What follows belongs to an exercise in optimizing a design on an open flow for small area, a short achievable clock period and few clock cycles per item; a production flow would make more cautious choices. The RTL was checked by simulation tests, not by an equivalence proof against the original design.

== job 1237 ==
// tap_mix
module tap_mix (
    input  wire        clk,
    input  wire        rst,
    input  wire        in_valid,
    output reg         in_ready,
    input  wire [31:0] a,
    input  wire [31:0] b,
    input  wire [31:0] frac,
    input  wire [31:0] x,
    input  wire [31:0] dw,
    output reg         out_valid,
    input  wire        out_ready,
    output reg  [31:0] y
);
Size in the first run: roughly 200 I/O pins, about 99000 um^2 of cells after synthesis.
==> flow/config.mk <==
export PLATFORM = sky130hd
export DESIGN_NAME = tap_mix
export DESIGN_NICKNAME = tap_mix
export VERILOG_FILES = /design/flow/design.v
export SDC_FILE = /design/flow/constraint.sdc
export NUM_CORES = 8
export LEC_CHECK = 0
export ABC_AREA = 1
export CAP_MARGIN = 20
export CORE_MARGIN = 2
export CORE_UTILIZATION = 55
export SLEW_MARGIN = 20
==> flow/constraint.sdc <==
create_clock -name core_clock -period 115.0 [get_ports {clk}]
set_input_delay 23.0000 -clock core_clock [delete_from_list [all_inputs] [get_ports {clk}]]
set_output_delay 23.0000 -clock core_clock [all_outputs]
set_load 0.01 [all_outputs]
standard.sh (not shown) runs the stock make flow with config.mk's settings and CLKGATE_MAP_FILE= SYNTH_SCRIPT=/design/flow/synth_recipe.tcl, a recipe that flattens the netlist after the stock synthesis.
==> flow/flow/run.sh <==
#!/bin/bash
set -euo pipefail
LIB=$FLOW_HOME/platforms/sky130hd/lib/sky130_fd_sc_hd__tt_025C_1v80.lib
YOSYS=$FLOW_HOME/../tools/install/yosys/bin/yosys
R=orfs/results/sky130hd/tap_mix/base

bash standard.sh synth > log_1_synth.txt 2>&1
cp $R/1_2_yosys.v synth_standard.v

python3 flow/invopt.py synth_standard.v resynth_in.v > log_2_invopt.txt 2>&1
python3 flow/libfunc.py $LIB resynth_cells.v sky130_fd_sc_hd__fa_1 sky130_fd_sc_hd__conb_1 > log_3_libfunc.txt 2>&1
printf 'set_driving_cell sky130_fd_sc_hd__buf_1\nset_load 5\n' > abc.constr
sed -e "s#@LIB@#$LIB#g" -e "s#@TOP@#$FLOW_TOP#g" flow/resynth.ys > resynth.ys
$YOSYS -s resynth.ys > log_4_resynth.txt 2>&1
cp resynth_out.v $R/1_2_yosys.v

bash standard.sh finish SETUP_SLACK_MARGIN=89 SKIP_GATE_CLONING=1 \
    'BUFFER_PORTS_ARGS=-buffer_cell sky130_fd_sc_hd__buf_2' > log_5_finish.txt 2>&1
==> flow/flow/abc_resynth.script <==
strash
dc2
dch -f
map -B 0.9
topo
stime -c
==> flow/flow/resynth.ys <==
# Re-map the combinational logic of the standard synthesis.  The
# flip-flops and full adders stay the cells the standard synthesis chose
# (with their names); every other cell is read back as its logic function
# (resynth_cells.v) and mapped again by ABC with flow/abc_resynth.script.
read_liberty -lib @LIB@
read_verilog -overwrite resynth_cells.v
read_verilog resynth_in.v
hierarchy -top @TOP@
flatten
opt_clean -purge
techmap
opt -fast
abc -script flow/abc_resynth.script -liberty @LIB@ -dont_use sky130_fd_sc_hd__probe_p_8 -dont_use sky130_fd_sc_hd__probec_p_8 -dont_use sky130_fd_sc_hd__lpflow_bleeder_1 -dont_use sky130_fd_sc_hd__lpflow_clkbufkapwr_1 -dont_use sky130_fd_sc_hd__lpflow_clkbufkapwr_16 -dont_use sky130_fd_sc_hd__lpflow_clkbufkapwr_2 -dont_use sky130_fd_sc_hd__lpflow_clkbufkapwr_4 -dont_use sky130_fd_sc_hd__lpflow_clkbufkapwr_8 -dont_use sky130_fd_sc_hd__lpflow_clkinvkapwr_1 -dont_use sky130_fd_sc_hd__lpflow_clkinvkapwr_16 -dont_use sky130_fd_sc_hd__lpflow_clkinvkapwr_2 -dont_use sky130_fd_sc_hd__lpflow_clkinvkapwr_4 -dont_use sky130_fd_sc_hd__lpflow_clkinvkapwr_8 -dont_use sky130_fd_sc_hd__lpflow_decapkapwr_12 -dont_use sky130_fd_sc_hd__lpflow_decapkapwr_3 -dont_use sky130_fd_sc_hd__lpflow_decapkapwr_4 -dont_use sky130_fd_sc_hd__lpflow_decapkapwr_6 -dont_use sky130_fd_sc_hd__lpflow_decapkapwr_8 -dont_use sky130_fd_sc_hd__lpflow_inputiso0n_1 -dont_use sky130_fd_sc_hd__lpflow_inputiso0p_1 -dont_use sky130_fd_sc_hd__lpflow_inputiso1n_1 -dont_use sky130_fd_sc_hd__lpflow_inputiso1p_1 -dont_use sky130_fd_sc_hd__lpflow_inputisolatch_1 -dont_use sky130_fd_sc_hd__lpflow_isobufsrc_1 -dont_use sky130_fd_sc_hd__lpflow_isobufsrc_16 -dont_use sky130_fd_sc_hd__lpflow_isobufsrc_2 -dont_use sky130_fd_sc_hd__lpflow_isobufsrc_4 -dont_use sky130_fd_sc_hd__lpflow_isobufsrc_8 -dont_use sky130_fd_sc_hd__lpflow_isobufsrckapwr_16 -dont_use sky130_fd_sc_hd__lpflow_lsbuf_lh_hl_isowell_tap_1 -dont_use sky130_fd_sc_hd__lpflow_lsbuf_lh_hl_isowell_tap_2 -dont_use sky130_fd_sc_hd__lpflow_lsbuf_lh_hl_isowell_tap_4 -dont_use sky130_fd_sc_hd__lpflow_lsbuf_lh_isowell_4 -dont_use sky130_fd_sc_hd__lpflow_lsbuf_lh_isowell_tap_1 -dont_use sky130_fd_sc_hd__lpflow_lsbuf_lh_isowell_tap_2 -dont_use sky130_fd_sc_hd__lpflow_lsbuf_lh_isowell_tap_4 -dont_use sky130_fd_sc_hd__fill_1 -dont_use sky130_fd_sc_hd__fill_2 -dont_use sky130_fd_sc_hd__fill_4 -dont_use sky130_fd_sc_hd__fill_8  -constr abc.constr
opt_clean -purge
hierarchy -top @TOP@
read_liberty -lib -overwrite @LIB@
hilomap -singleton -hicell sky130_fd_sc_hd__conb_1 HI -locell sky130_fd_sc_hd__conb_1 LO
splitnets
opt_clean -purge
insbuf -buf sky130_fd_sc_hd__buf_4 A X
check -assert
stat -liberty @LIB@
write_verilog -noattr -nohex -nodec resynth_out.v
Other scripts of this flow, unchanged in this note and not shown: flow/flow/invopt.py, flow/flow/libfunc.py
Testbench counts of job 1237, summed over its fixed seeds: cycles 12,032, items 12,000.
[inputs] job 4993 vs job 1237
diff --git a/flow/flow/run.sh b/flow/flow/run.sh
--- a/flow/flow/run.sh
+++ b/flow/flow/run.sh
@@ -17 +17 @@
-bash standard.sh finish SETUP_SLACK_MARGIN=89 SKIP_GATE_CLONING=1 \
+bash standard.sh finish SETUP_SLACK_MARGIN=89.5 SKIP_GATE_CLONING=1 \
==> flow/flow/abc_resynth.script <==
strash
dch
map -B 0.9
topo
stime -c
Job 4993 did not stop at any stage, and its layout met the timing, DRC and antenna checks. Compared to job 1237, the router laid down more metal wire for job 4993. Comparing the two runs side by side, job 4993 comes out behind job 1237 on floorplan die area.
For job 5585, these inputs were changed with respect to job 4993:
- CORE_UTILIZATION changed from 55 to 62
==> flow/flow/abc_resynth.script <==
strash
dc2
dch -f
map -B 0.9
topo
stime -c
--- outcome ---
- Every run (job 5585 and job 4993) finished clean.
- Job 5585 against job 4993: source-to-sink clock delay at the later pin of the worst-skew pair fell 30 ps, worst-case clock skew fell 49 ps, area of all placed cells without fillers fell 2.9%.
- Job 4993 → job 5585: maximum frequency about even; die footprint fell about 13%; sequential share of layout area rose 0.34 points.
- Routability congestion estimate from global placement on job 5585 is up relative to job 4993.
[inputs] job 6167 vs job 5585
- changing CORE_UTILIZATION from 62 to 40
diff --git a/flow/flow/run.sh b/flow/flow/run.sh
--- a/flow/flow/run.sh
+++ b/flow/flow/run.sh
@@ -17,2 +17 @@
-bash standard.sh finish SETUP_SLACK_MARGIN=89.5 SKIP_GATE_CLONING=1 \
-    'BUFFER_PORTS_ARGS=-buffer_cell sky130_fd_sc_hd__buf_2' > log_5_finish.txt 2>&1
+bash standard.sh finish SETUP_SLACK_MARGIN=90 SKIP_GATE_CLONING=1 > log_5_finish.txt 2>&1
==> flow/flow/abc_resynth.script <==
strash
dch -f
amap
topo
stime -c
buffer -c -N 8
upsize -c -D 19000
dnsize -c -D 19000
stime -c
diff --git a/flow/flow/resynth.ys b/flow/flow/resynth.ys
--- a/flow/flow/resynth.ys
+++ b/flow/flow/resynth.ys
@@ -1 +1 @@
-# Re-map the combinational logic of the standard synthesis.  The
+# Re-map the combinational logic of the standard synthesis for area.  The
==> run notes <==
In the flow results for job 6167 and job 5585, the initial antenna violation count is smaller on job 5585.
| relative area change from synthesis to final layout | job 6167 vs job 5585 | 14 points higher |
Taking job 5585 as the reference point, the number of multi-input combinational cells of job 6167 falls by 9.9%.
Total of plain and repair buffers excluding clock buffers (higher): job 6167
From job 5585 to job 6167 the numbers moved as follows: gate count of the mapped netlist moved down; number of input and output port buffers inserted level; signal arrival time at the worst endpoint moved up; buffering overhead moved up.


Starting RTL as in the previous note.
Settings: LEC_CHECK=0, ABC_AREA=1, CAP_MARGIN=20, CORE_MARGIN=2, CORE_UTILIZATION=55, SLEW_MARGIN=20; clock period 115.0 ns.
==> flow/flow/run.sh <==
#!/bin/bash
set -euo pipefail
LIB=$FLOW_HOME/platforms/sky130hd/lib/sky130_fd_sc_hd__tt_025C_1v80.lib
YOSYS=$FLOW_HOME/../tools/install/yosys/bin/yosys
R=orfs/results/sky130hd/tap_mix/base

bash standard.sh synth > log_1_synth.txt 2>&1
cp $R/1_2_yosys.v synth_standard.v

python3 flow/invopt.py synth_standard.v resynth_in.v > log_2_invopt.txt 2>&1
python3 flow/libfunc.py $LIB resynth_cells.v sky130_fd_sc_hd__fa_1 sky130_fd_sc_hd__conb_1 > log_3_libfunc.txt 2>&1
printf 'set_driving_cell sky130_fd_sc_hd__buf_1\nset_load 5\n' > abc.constr
sed -e "s#@LIB@#$LIB#g" -e "s#@TOP@#$FLOW_TOP#g" flow/resynth.ys > resynth.ys
$YOSYS -s resynth.ys > log_4_resynth.txt 2>&1
cp resynth_out.v $R/1_2_yosys.v

bash standard.sh finish SETUP_SLACK_MARGIN=88 SKIP_GATE_CLONING=1 \
    'BUFFER_PORTS_ARGS=-buffer_cell sky130_fd_sc_hd__buf_2' > log_5_finish.txt 2>&1
==> flow/flow/abc_resynth.script <==
strash
dch -f
amap
topo
stime -c
buffer -c -N 8
upsize -c -D 19000
dnsize -c -D 19000
stime -c
Other scripts of this flow, unchanged in this note and not shown: flow/flow/invopt.py, flow/flow/libfunc.py, flow/flow/resynth.ys
Testbench counts at the start, summed over its fixed seeds: cycles 12,032, items 12,000.
Change:
--- a/flow/flow/run.sh
+++ b/flow/flow/run.sh
@@ -15,4 +15,4 @@
 cp resynth_out.v $R/1_2_yosys.v
 
-bash standard.sh finish SETUP_SLACK_MARGIN=88 SKIP_GATE_CLONING=1 \
+bash standard.sh finish SETUP_SLACK_MARGIN=89.5 SKIP_GATE_CLONING=1 \
     'BUFFER_PORTS_ARGS=-buffer_cell sky130_fd_sc_hd__buf_2' > log_5_finish.txt 2>&1
==> flow/flow/abc_resynth.script (replaced) <==
strash
dch
map -B 0.9
topo
stime -c
buffer -c
upsize -c
dnsize -c
--- a/flow/config.mk
+++ b/flow/config.mk
@@ -9,4 +9,4 @@
 export CAP_MARGIN = 20
 export CORE_MARGIN = 2
-export CORE_UTILIZATION = 55
+export CORE_UTILIZATION = 65
 export SLEW_MARGIN = 20
The new run passed the timing, DRC and antenna checks. Worst setup slack is better by 3.7 ns. Core utilization went up by 3.2 points. Cell count goes up by 11%.
Change:
==> flow/flow/abc_resynth.script (replaced) <==
strash
dc2
dch -f
map -B 0.9
strash
dc2
dch -f
map -B 0.9
topo
stime -c
--- a/flow/config.mk
+++ b/flow/config.mk
@@ -9,4 +9,4 @@
 export CAP_MARGIN = 20
 export CORE_MARGIN = 2
-export CORE_UTILIZATION = 65
+export CORE_UTILIZATION = 55
 export SLEW_MARGIN = 20
- setup slack loses 0.085 ns
- clock skew fell by 0.088 ns
- non-clock buffer count climbs by 204
- cell area shrinks by about 5%
- wire length came out higher by about 7%
- synthesized area goes down by 12%
- core utilization came out lower by 5.7 points
- critical path depth stays the same
- maximum frequency shrinks by 0.35%
- via count is about the same
Change:
==> flow/flow/abc_resynth.script (replaced) <==
strash
dch
map -B 0.9
topo
stime -c
buffer -c
upsize -c
dnsize -c
Outcome: Via count is lower by about 1.6%; critical path depth stays the same.
Change:
==> flow/flow/abc_resynth.script (replaced) <==
strash
ifraig
dch -f
map -B 0.9
strash
dch -f
map -B 0.9
topo
stime -c
Effect: Synthesized area decreases by 9.3%; cell count decreases by 2.3%; global-route usage increases by 2.4 points.


tap_mix, a different RTL version from the one above (not shown whole).
Size in the first run: ~17000 cells after synthesis, roughly 570 flip-flops, roughly 200 I/O pins, about 110000 um^2 of cells after synthesis.
Settings: LEC_CHECK=0, ABC_AREA=1, CAP_MARGIN=20, CORE_MARGIN=2, CORE_UTILIZATION=65, SLEW_MARGIN=20; clock period 115.0 ns.
run.sh (not shown) runs the stock make flow with config.mk's settings and CLKGATE_MAP_FILE= SYNTH_SCRIPT=/design/flow/synth_recipe.tcl, a recipe that flattens the netlist after the stock synthesis.
Stock flow here: none of the scripts above is used.
Testbench counts at the start, summed over its fixed seeds: cycles 12,032, items 12,000.
Rerun with:
CAP_MARGIN = 50   (was 20)
CORE_UTILIZATION = 40   (was 65)
SLEW_MARGIN = 80   (was 20)
- register-to-register slack gains 2500 ps
- setup slack gains 2500 ps
- via count decreases by 2.0%
Rerun with:
==> flow/flow/run.sh (new file) <==
#!/bin/bash
set -euo pipefail
bash standard.sh finish SETUP_SLACK_MARGIN=89 > make_finish.log 2>&1
==> flow/standard.sh (new file) <==
#!/bin/bash
# synth_recipe.tcl (not shown) runs the flow's synth.tcl, then flattens the netlist and writes it again
# the make line also repeats each setting of config.mk as NAME=value (left out here)
make -C /OpenROAD-flow-scripts/flow DESIGN_CONFIG=/design/flow/config.mk WORK_HOME=/design/flow/orfs CLKGATE_MAP_FILE= SYNTH_SCRIPT=/design/flow/synth_recipe.tcl "${@:-finish}"
CAP_MARGIN = 20   (was 50)
SLEW_MARGIN = 20   (was 80)
removed: flow/run.sh
What happened: The changed run completed without violations; routed wire length climbs by 2.0%; via count climbs by 0.81%; utilization drops by 1.7 points; area after synthesis does not change.
Rerun with:
==> flow/run.sh (new file) <==
#!/bin/bash
# synth_recipe.tcl (not shown) runs the flow's synth.tcl, then flattens the netlist and writes it again
# the make line also repeats each setting of config.mk as NAME=value (left out here)
make -C /OpenROAD-flow-scripts/flow DESIGN_CONFIG=/design/flow/config.mk WORK_HOME=/design/flow/orfs CLKGATE_MAP_FILE= SYNTH_SCRIPT=/design/flow/synth_recipe.tcl finish
removed: flow/flow/run.sh
removed: flow/standard.sh
Effect: Worst setup slack gets worse by 7100 ps; wire length shrinks by 3.2%; fmax shrinks by 22%; final area shrinks by 5.6%; synthesized area stays the same; utilization shrinks by 2.5 points; non-clock buffer count shrinks by 300; sequential cell count is unchanged.

static timing again, ports no longer ideal:
The flow's constraints put no driver on any port. The routed layouts listed below were extracted and timed again, unchanged, in two steps.
Step 1 (the two cells are an assumption about what drives the block):
set clk [get_ports {clk}]
set_driving_cell -lib_cell sky130_fd_sc_hd__clkbuf_16 $clk
set_driving_cell -lib_cell sky130_fd_sc_hd__buf_2 [delete_from_list [all_inputs] $clk]
Step 2 times the ports against the registers' clock, not the clock port: input delays grow and output delays shrink by t, the midpoint of the rising clock arrivals with the driver on.
Three values: ideal ports, drivers, drivers and shift; two values: the first two.
run | t, ns | setup WS [ns] | cell pins on the clock port's net
job 1237 | 0.806 | 90.713 / 90.625 / 90.554 | 1
job 4993 | 0.818 | 90.692 / 90.593 / 90.439 | 1
job 5585 | 0.803 | 90.692 / 90.602 / 90.497 | 1
job 6167 | 0.821 | 87.808 / 87.808 / 87.808 | 1
the first run of note 2 | 0.830 | 87.075 / 87.075 / 87.075 | 1
the second run of note 2 | 0.803 | 90.742 / 90.653 / 90.589 | 1
the third run of note 2 | 0.818 | 90.656 / 90.565 / 90.050 | 1
the fourth run of note 2 | 0.822 | 90.728 / 90.626 / 90.538 | 1
the fifth run of note 2 | 0.820 | 90.678 / 90.580 / 90.629 | 1
the first run of note 3 | 0.799 | 82.836 / 82.836 / 82.836 | 1
the second run of note 3 | 0.880 | 85.330 / 85.330 / 85.330 | 1
the third run of note 3 | 0.875 | 90.035 / 90.035 / 89.233 | 1
the fourth run of note 3 | 0.871 | 82.901 / 82.901 / 82.901 | 1
After both steps every run listed still meets setup and hold. For the third run of note 3, which loses most, drivers alone change the setup slack by 0.000 ns; drivers and shift together by -0.802 ns.
